What follows belongs to an exercise in optimizing a design on an open flow for small area and a short achievable clock period; a production flow would make more cautious choices.
In this exercise RTL edits were held to simulation tests only and were not proved equivalent to the original.
Power and IR drop assume default switching activity.

Setup of v25:
==> module eac32_inspect, before the edit <==
module eac32_inspect (
    input  wire         clk,
    input  wire         rst,
    input  wire         in_valid,
    input  wire [127:0] in_data,
    input  wire [4:0]   in_nbytes,
    input  wire         in_last,
    output reg          rpt_valid,
    output wire [31:0]  rpt_magic,
    output wire [31:0]  rpt_sum,
    output wire [31:0]  rpt_err,
    output wire [31:0]  rpt_explen,
    output wire [31:0]  rpt_lenf,
    output wire [31:0]  rpt_lenb,
    output wire [31:0]  rpt_flags
);
    reg [127:0] d;           
    reg [4:0]   d_nb;
    reg         d_last;
    reg         d_v;         
    reg [31:0]  q;           
    reg         f1, f2;      
    reg         d_short;     
    wire [2:0]  in_nw = in_nbytes[4:2];
    wire        q_clr;
    wire        q_en  = (in_valid & f1 & (~in_last | (in_nw != 3'd0))) | q_clr;
    wire [3:0]  q_pick = {4{~q_clr}} & {in_nbytes[3:2] == 2'd3, in_nbytes[3:2] == 2'd2,
                                         in_nbytes[3:2] == 2'd1, in_nbytes[3:2] == 2'd0};
    wire [31:0] q_sel = (d[127:96] & {32{q_pick[1]}}) | (d[95:64] & {32{q_pick[2]}}) |
                        (d[63:32]  & {32{q_pick[3]}}) | (d[31:0]  & {32{q_pick[0]}});
    always @(posedge clk) begin
        d_nb   <= in_nbytes;
        d_last <= in_last;
        d_short <= ~f2 & ~(f1 & (in_nw != 3'd0));
        d_v    <= in_valid & ~rst;
        if (in_valid)
            d <= in_data;
        if (rst) begin
            f1 <= 1'b0;
            f2 <= 1'b0;
        end else if (in_valid) begin
            f1 <= ~in_last;
            f2 <= ~in_last & f1;
        end
        if (q_en)
            q <= q_sel;
    end
    reg [31:0] acc;
    reg [29:0] lenb;
    reg [31:0] magic;
    reg        fresh;        
    wire [2:0] d_nw = d_nb[4:2];
    wire [31:0] m0 = d[127:96] & {32{d_v & (d_nw != 3'd0)}};
    wire [31:0] m1 = d[95:64]  & {32{d_v & (d_nw[2] | d_nw[1])}};
    wire [31:0] m2 = d[63:32]  & {32{d_v & (d_nw[2] | (d_nw[1] & d_nw[0]))}};
    wire [31:0] m3 = d[31:0]   & {32{d_v & d_nw[2]}};
    wire [31:0] a0 = acc & {32{~fresh}};
    function [63:0] csa;
        input [31:0] x, y, z;
        reg   [31:0] s, c, h;
        begin
            h = x ^ y;
            s = h ^ z;
            c = (x & y) | (z & h);
            csa = {c[30:0], c[31], s};
        end
    endfunction
    wire [63:0] l1 = csa(m0, m1, m2);
    wire [63:0] l2 = csa(l1[31:0], l1[63:32], m3);
    wire [63:0] l3 = csa(l2[31:0], l2[63:32], a0);
    reg  [31:0] acc_n;
    reg  [31:0] pg, pp, ng, np, cin;
    integer     lv, b;
    always @(*) begin
        pg = l3[31:0] & l3[63:32];
        pp = l3[31:0] ^ l3[63:32];
        for (lv = 0; lv < 5; lv = lv + 1) begin
            ng = pg;
            np = pp;
            for (b = 0; b < 32; b = b + 1)
                if ((b >> lv) & 1) begin
                    ng[b] = pg[b] | (pp[b] & pg[((b >> lv) << lv) - 1]);
                    np[b] = pp[b] & pp[((b >> lv) << lv) - 1];
                end
            pg = ng;
            pp = np;
        end
        cin = {pg[30:0] | (pp[30:0] & {31{pg[31]}}), pg[31]};
        acc_n = l3[31:0] ^ l3[63:32] ^ cin;
    end
    wire        ld_last = d_v & d_last;
    wire [25:0] lhi     = lenb[29:4] & {26{~fresh}};
    reg  [25:0] lcy;
    integer     lb;
    always @(*) begin
        lcy[0] = d_v & (~d_last | d_nb[4]);
        for (lb = 1; lb < 26; lb = lb + 1)
            lcy[lb] = lcy[lb-1] & lhi[lb-1];
    end
    wire [25:0] lhi_n   = lhi ^ lcy;
    wire [29:0] lenb_n  = {lhi_n, ld_last ? d_nb[3:0] : 4'd0};
    wire        ld_magic = d_v & fresh;
    reg         small_r, large_r;    
    wire        small_n = ld_magic ? (m0[31:16] == 16'h1111) : small_r;
    wire        large_n = ld_magic ? (m0[31:16] == 16'h1114) : large_r;
    wire        mok_n   = small_n | large_n;
    wire        sok_n   = (small_n & (lenb_n == 30'h0004_0000)) |
                          (large_n & (lenb_n == 30'h0008_0000));
    wire        mp_n    = (lenb_n[29:2] != 28'd0);
    wire        kb_n    = (lenb_n[9:0] == 10'd0);
    wire        dw_n    = (lenb_n[1:0] == 2'd0);
    wire        a256_n  = (lenb_n[17:0] == 18'd0);
    wire        lp_n    = ~d_short;
    wire        lok_n   = lp_n & (q == {2'b00, lenb_n});
    wire        ck_n    = (&(l3[31:0] ^ l3[63:32])) | (&(l3[31:0] & l3[63:32]));
    assign q_clr = ld_last & d_short;
    reg [19:0] flags;
    always @(posedge clk) begin
        acc  <= acc_n;
        lenb <= lenb_n;
        if (ld_magic) begin
            magic   <= m0;
            small_r <= small_n;
            large_r <= large_n;
        end
        flags <= {3'd0, mok_n & ~sok_n, 6'd0,
                  ck_n, lok_n, lp_n, a256_n, kb_n, dw_n, sok_n, 1'b0, mok_n, mp_n};
        if (rst) begin
            fresh     <= 1'b1;
            rpt_valid <= 1'b0;
        end else begin
            if (d_v)
                fresh <= d_last;
            rpt_valid <= ld_last;
        end
    end
    assign rpt_magic  = magic;
    assign rpt_sum    = acc;
    assign rpt_err    = ~acc;
    assign rpt_explen = {12'd0, large_r, small_r, 18'd0};
    assign rpt_lenf   = q;
    assign rpt_lenb   = {2'b00, lenb};
    assign rpt_flags  = {12'd0, ~flags[8], ~flags[6], flags[16], ~flags[1], flags[15:3], large_r, flags[1:0]};
endmodule
clock: 25.0 ns
lec_check: 0
abc_clock_period_in_ps: 6000
cap_margin: 20
core_margin: 2
core_utilization: 60
place_density: 0.7
slew_margin: 20
standard.sh (not shown) runs the stock make flow with config.mk's settings and CLKGATE_MAP_FILE= SYNTH_SCRIPT=/design/flow/synth_recipe.tcl, a recipe that flattens the netlist after the stock synthesis.
==> flow/flow/run.sh <==
#!/bin/bash
# Standard ORFS layout, with plain buffers on the ports, smaller clock
# buffers and no CTS dummy loads, and timing repair aimed below the period.
set -euo pipefail
bash standard.sh \
  "BUFFER_PORTS_ARGS=-buffer_cell sky130_fd_sc_hd__buf_1" \
  "CTS_ARGS=-sink_clustering_enable -repair_clock_nets -dont_use_dummy_load -buf_list {sky130_fd_sc_hd__clkbuf_8 sky130_fd_sc_hd__clkbuf_16} -sink_clustering_size 20 -sink_clustering_max_diameter 80" \
  "SETUP_SLACK_MARGIN=18.65" \
  finish > make.log 2>&1
Input-level comparison between v35 and v25:
--- a/flow/design.v
+++ b/flow/design.v
@@ -101,7 +101,7 @@
     wire [29:0] lenb_n  = {lhi_n, ld_last ? d_nb[3:0] : 4'd0};
     wire        ld_magic = d_v & fresh;
-    reg         small_r, large_r;    
-    wire        small_n = ld_magic ? (m0[31:16] == 16'h1111) : small_r;
-    wire        large_n = ld_magic ? (m0[31:16] == 16'h1114) : large_r;
+    wire [31:0] magic_n  = ld_magic ? m0 : magic;
+    wire        small_n = (magic_n[31:16] == 16'h1111);
+    wire        large_n = (magic_n[31:16] == 16'h1114);
     wire        mok_n   = small_n | large_n;
     wire        sok_n   = (small_n & (lenb_n == 30'h0004_0000)) |
@@ -116,14 +116,13 @@
     assign q_clr = ld_last & d_short;
     reg [19:0] flags;
+    reg        small_r;
     always @(posedge clk) begin
         acc  <= acc_n;
         lenb <= lenb_n;
-        if (ld_magic) begin
-            magic   <= m0;
-            small_r <= small_n;
-            large_r <= large_n;
-        end
+        if (ld_magic)
+            magic <= m0;
+        small_r <= small_n;
         flags <= {3'd0, mok_n & ~sok_n, 6'd0,
-                  ck_n, lok_n, lp_n, a256_n, kb_n, dw_n, sok_n, 1'b0, mok_n, mp_n};
+                  ck_n, lok_n, lp_n, a256_n, kb_n, dw_n, sok_n, large_n, mok_n, mp_n};
         if (rst) begin
             fresh     <= 1'b1;
@@ -138,7 +137,7 @@
     assign rpt_sum    = acc;
     assign rpt_err    = ~acc;
-    assign rpt_explen = {12'd0, large_r, small_r, 18'd0};
+    assign rpt_explen = {12'd0, flags[2], small_r, 18'd0};
     assign rpt_lenf   = q;
     assign rpt_lenb   = {2'b00, lenb};
-    assign rpt_flags  = {12'd0, ~flags[8], ~flags[6], flags[16], ~flags[1], flags[15:3], large_r, flags[1:0]};
+    assign rpt_flags  = {12'd0, ~flags[8], ~flags[6], flags[16], ~flags[1], flags[15:0]};
 endmodule
Results
Number of distinct library cells after synthesis: v35 and v25 compared, higher one is v35. v35 vs. v25: critical path depth went down by 2. Run comparison: v35 standard cell with the maximum stage delay on the critical path sky130_fd_sc_hd__edfxtp_1; v25 standard cell with the maximum stage delay on the critical path sky130_fd_sc_hd__a31o_4. Summary of v35 over v25: count of buffers not belonging to the clock network in the layout decreased by 7 relative to the old numbers, sum of buffers and inverters on the critical path dropped 1, maximum number of pins on one net before global-route repair saw an increase. On maximum frequency, v35 and v25 are basically level. Per the comparison of v35 with v25, sequential power now sits at about the same level; share of total power in combinational logic held steady; arrival time reported for the critical path endpoint fell 5.11 ns; combined area of the multi-input logic cells higher. Total wirelength of the detailed-routed design: v35 vs v25 up about 6%. Between v35 and v25, the difference in total cell area at the placement stage is negligible. v25 has higher post-cts resize count than v35. q[12]$_DFFE_PP_ as the critical path endpoint was reported by v25, and rpt_lenf[1] by v35.

The RTL this note starts from:
==> flow/design.v <==
module eac32_inspect (
    input  wire         clk,
    input  wire         rst,
    input  wire         in_valid,
    input  wire [127:0] in_data,
    input  wire [4:0]   in_nbytes,
    input  wire         in_last,
    output reg          rpt_valid,
    output wire [31:0]  rpt_magic,
    output wire [31:0]  rpt_sum,
    output wire [31:0]  rpt_err,
    output wire [31:0]  rpt_explen,
    output wire [31:0]  rpt_lenf,
    output wire [31:0]  rpt_lenb,
    output wire [31:0]  rpt_flags
);
    reg [127:0] d;           
    reg [4:0]   d_nb;
    reg         d_last;
    reg         d_v;         
    reg [31:0]  q;           
    reg         f1, f2;      
    reg         d_short;     
    wire [2:0]  in_nw = in_nbytes[4:2];
    wire        q_clr;
    wire        q_en  = (in_valid & f1) | q_clr;
    wire        q_keep = (in_nw == 3'd0);
    wire [3:0]  q_pick = {4{~q_clr & ~q_keep}} &
                         {in_nbytes[3:2] == 2'd3, in_nbytes[3:2] == 2'd2,
                          in_nbytes[3:2] == 2'd1, in_nbytes[3:2] == 2'd0};
    wire [31:0] q_sel = (d[127:96] & {32{q_pick[1]}}) | (d[95:64] & {32{q_pick[2]}}) |
                        (d[63:32]  & {32{q_pick[3]}}) | (d[31:0]  & {32{q_pick[0]}}) |
                        (q & {32{~q_clr & q_keep}});
    always @(posedge clk) begin
        d_nb   <= in_nbytes;
        d_last <= in_last;
        d_short <= ~f2 & ~(f1 & (in_nw != 3'd0));
        d_v    <= in_valid & ~rst;
        if (in_valid)
            d <= in_data;
        if (rst) begin
            f1 <= 1'b0;
            f2 <= 1'b0;
        end else if (in_valid) begin
            f1 <= ~in_last;
            f2 <= ~in_last & f1;
        end
        if (q_en)
            q <= q_sel;
    end
    reg [31:0] acc;
    reg [29:0] lenb;
    reg [31:0] magic;
    reg        fresh;        
    wire [2:0] d_nw = d_nb[4:2];
    wire [31:0] m0 = d[127:96] & {32{d_v & (d_nw != 3'd0)}};
    wire [31:0] m1 = d[95:64]  & {32{d_v & (d_nw[2] | d_nw[1])}};
    wire [31:0] m2 = d[63:32]  & {32{d_v & (d_nw[2] | (d_nw[1] & d_nw[0]))}};
    wire [31:0] m3 = d[31:0]   & {32{d_v & d_nw[2]}};
    wire [31:0] a0 = acc & {32{~fresh}};
    function [63:0] csa;
        input [31:0] x, y, z;
        reg   [31:0] s, c, h;
        begin
            h = x ^ y;
            s = h ^ z;
            c = (x & y) | (z & h);
            csa = {c[30:0], c[31], s};
        end
    endfunction
    wire [63:0] l1 = csa(m0, m1, m2);
    wire [63:0] l2 = csa(l1[31:0], l1[63:32], m3);
    wire [63:0] l3 = csa(l2[31:0], l2[63:32], a0);
    reg  [31:0] acc_n;
    reg  [31:0] pg, pp, ng, np, cin;
    integer     lv, b;
    always @(*) begin
        pg = l3[31:0] & l3[63:32];
        pp = l3[31:0] ^ l3[63:32];
        for (lv = 0; lv < 5; lv = lv + 1) begin
            ng = pg;
            np = pp;
            for (b = 0; b < 32; b = b + 1)
                if ((b >> lv) & 1) begin
                    ng[b] = pg[b] | (pp[b] & pg[((b >> lv) << lv) - 1]);
                    np[b] = pp[b] & pp[((b >> lv) << lv) - 1];
                end
            pg = ng;
            pp = np;
        end
        cin = {pg[30:0] | (pp[30:0] & {31{pg[31]}}), pg[31]};
        acc_n = l3[31:0] ^ l3[63:32] ^ cin;
    end
    wire        ld_last = d_v & d_last;
    wire [25:0] lhi     = lenb[29:4] & {26{~fresh}};
    reg  [25:0] lcy;
    integer     lb;
    always @(*) begin
        lcy[0] = d_v & (~d_last | d_nb[4]);
        for (lb = 1; lb < 26; lb = lb + 1)
            lcy[lb] = lcy[lb-1] & lhi[lb-1];
    end
    wire [25:0] lhi_n   = lhi ^ lcy;
    wire [29:0] lenb_n  = {lhi_n, ld_last ? d_nb[3:0] : 4'd0};
    wire        ld_magic = d_v & fresh;
    reg         small_r, large_r;    
    wire        small_n = ld_magic ? (m0[31:16] == 16'h1111) : small_r;
    wire        large_n = ld_magic ? (m0[31:16] == 16'h1114) : large_r;
    wire        mok_n   = small_n | large_n;
    wire        sok_n   = (small_n & (lenb_n == 30'h0004_0000)) |
                          (large_n & (lenb_n == 30'h0008_0000));
    wire        mp_n    = (lenb_n[29:2] != 28'd0);
    wire        kb_n    = (lenb_n[9:0] == 10'd0);
    wire        dw_n    = (lenb_n[1:0] == 2'd0);
    wire        a256_n  = (lenb_n[17:0] == 18'd0);
    wire        lp_n    = ~d_short;
    wire        lok_n   = lp_n & (q == {2'b00, lenb_n});
    wire        ck_n    = (&(l3[31:0] ^ l3[63:32])) | (&(l3[31:0] & l3[63:32]));
    assign q_clr = ld_last & d_short;
    reg [19:0] flags;
    always @(posedge clk) begin
        acc  <= acc_n;
        lenb <= lenb_n;
        if (ld_magic) begin
            magic   <= m0;
            small_r <= small_n;
            large_r <= large_n;
        end
        flags <= {3'd0, mok_n & ~sok_n, 6'd0,
                  ck_n, lok_n, lp_n, a256_n, kb_n, dw_n, sok_n, 1'b0, mok_n, mp_n};
        if (rst) begin
            fresh     <= 1'b1;
            rpt_valid <= 1'b0;
        end else begin
            if (d_v)
                fresh <= d_last;
            rpt_valid <= ld_last;
        end
    end
    assign rpt_magic  = magic;
    assign rpt_sum    = acc;
    assign rpt_err    = ~acc;
    assign rpt_explen = {12'd0, large_r, small_r, 18'd0};
    assign rpt_lenf   = q;
    assign rpt_lenb   = {2'b00, lenb};
    assign rpt_flags  = {12'd0, ~flags[8], ~flags[6], flags[16], ~flags[1], flags[15:3], large_r, flags[1:0]};
endmodule
clock: 25.0 ns
lec_check: 0
abc_clock_period_in_ps: 6000
cap_margin: 20
core_margin: 2
core_utilization: 60
place_density: 0.7
slew_margin: 20
==> flow/flow/run.sh <==
#!/bin/bash
# Standard ORFS layout, with plain buffers on the ports, smaller clock
# buffers and no CTS dummy loads, and timing repair aimed below the period.
set -euo pipefail
bash standard.sh \
  "BUFFER_PORTS_ARGS=-buffer_cell sky130_fd_sc_hd__buf_1" \
  "CTS_ARGS=-sink_clustering_enable -repair_clock_nets -dont_use_dummy_load -buf_list {sky130_fd_sc_hd__clkbuf_8 sky130_fd_sc_hd__clkbuf_16} -sink_clustering_size 20 -sink_clustering_max_diameter 80" \
  "SETUP_SLACK_MARGIN=18.65" SKIP_REPAIR_TIE_FANOUT=1 \
  finish > make.log 2>&1
==> next run, changes <==
--- a/flow/design.v
+++ b/flow/design.v
@@ -22,16 +22,13 @@
     reg         f1, f2;      
     reg         d_short;     
     wire [2:0]  in_nw = in_nbytes[4:2];
     wire        q_clr;
-    wire        q_en  = (in_valid & f1) | q_clr;
-    wire        q_keep = (in_nw == 3'd0);
-    wire [3:0]  q_pick = {4{~q_clr & ~q_keep}} &
-                         {in_nbytes[3:2] == 2'd3, in_nbytes[3:2] == 2'd2,
-                          in_nbytes[3:2] == 2'd1, in_nbytes[3:2] == 2'd0};
+    wire        q_en  = (in_valid & f1 & (~in_last | (in_nw != 3'd0))) | q_clr;
+    wire [3:0]  q_pick = {4{~q_clr}} & {in_nbytes[3:2] == 2'd3, in_nbytes[3:2] == 2'd2,
+                                         in_nbytes[3:2] == 2'd1, in_nbytes[3:2] == 2'd0};
     wire [31:0] q_sel = (d[127:96] & {32{q_pick[1]}}) | (d[95:64] & {32{q_pick[2]}}) |
-                        (d[63:32]  & {32{q_pick[3]}}) | (d[31:0]  & {32{q_pick[0]}}) |
-                        (q & {32{~q_clr & q_keep}});
+                        (d[63:32]  & {32{q_pick[3]}}) | (d[31:0]  & {32{q_pick[0]}});
     always @(posedge clk) begin
         d_nb   <= in_nbytes;
         d_last <= in_last;
         d_short <= ~f2 & ~(f1 & (in_nw != 3'd0));
What happened: The changed run finished clean; critical path depth does not change; flip-flop and latch count stays the same; setup slack gets worse by 0.053 ns; synthesized cell count is lower by 8.2%; count of clock-buffer cells in the layout is lower by 1; via count is lower by 9.2%.

[port drivers added, routing unchanged]
The flow's constraints put no driver on any port. The routed layouts listed below were extracted and timed again, unchanged, in two steps. Step 1 sets driving cells, clkbuf_16 on the clock port and buf_2 on the other inputs (assumed; they add their load-dependent delay and slew). Step 2, shift: input delay + t, output delay - t, t = (earliest + latest rising clock arrival at the registers) / 2. This alone moves slack from input paths to output paths. Three values: ideal ports, drivers, drivers and shift; two values: the first two.
run | t, ns | setup slack, ns | worst setup path at the end | worst data-port slew with drivers (ns) | pins driven straight from the clock port
v25 | 0.543 | 18.753 / 18.717 / 18.236 | input to register | 0.07 | 1
v35 | 0.538 | 18.751 / 18.702 / 18.241 | input to register | 0.05 | 1
the first run of note 2 | 0.542 | 18.789 / 18.740 / 18.314 | input to register | 0.09 | 1
the second run of note 2 | 0.546 | 18.736 / 18.686 / 18.194 | input to register | 0.09 | 1
After both steps setup and hold are still met in every run listed. The setup slack of the second run of note 2, which loses most, moves by -0.050 ns with the drivers and by -0.542 ns with both steps.
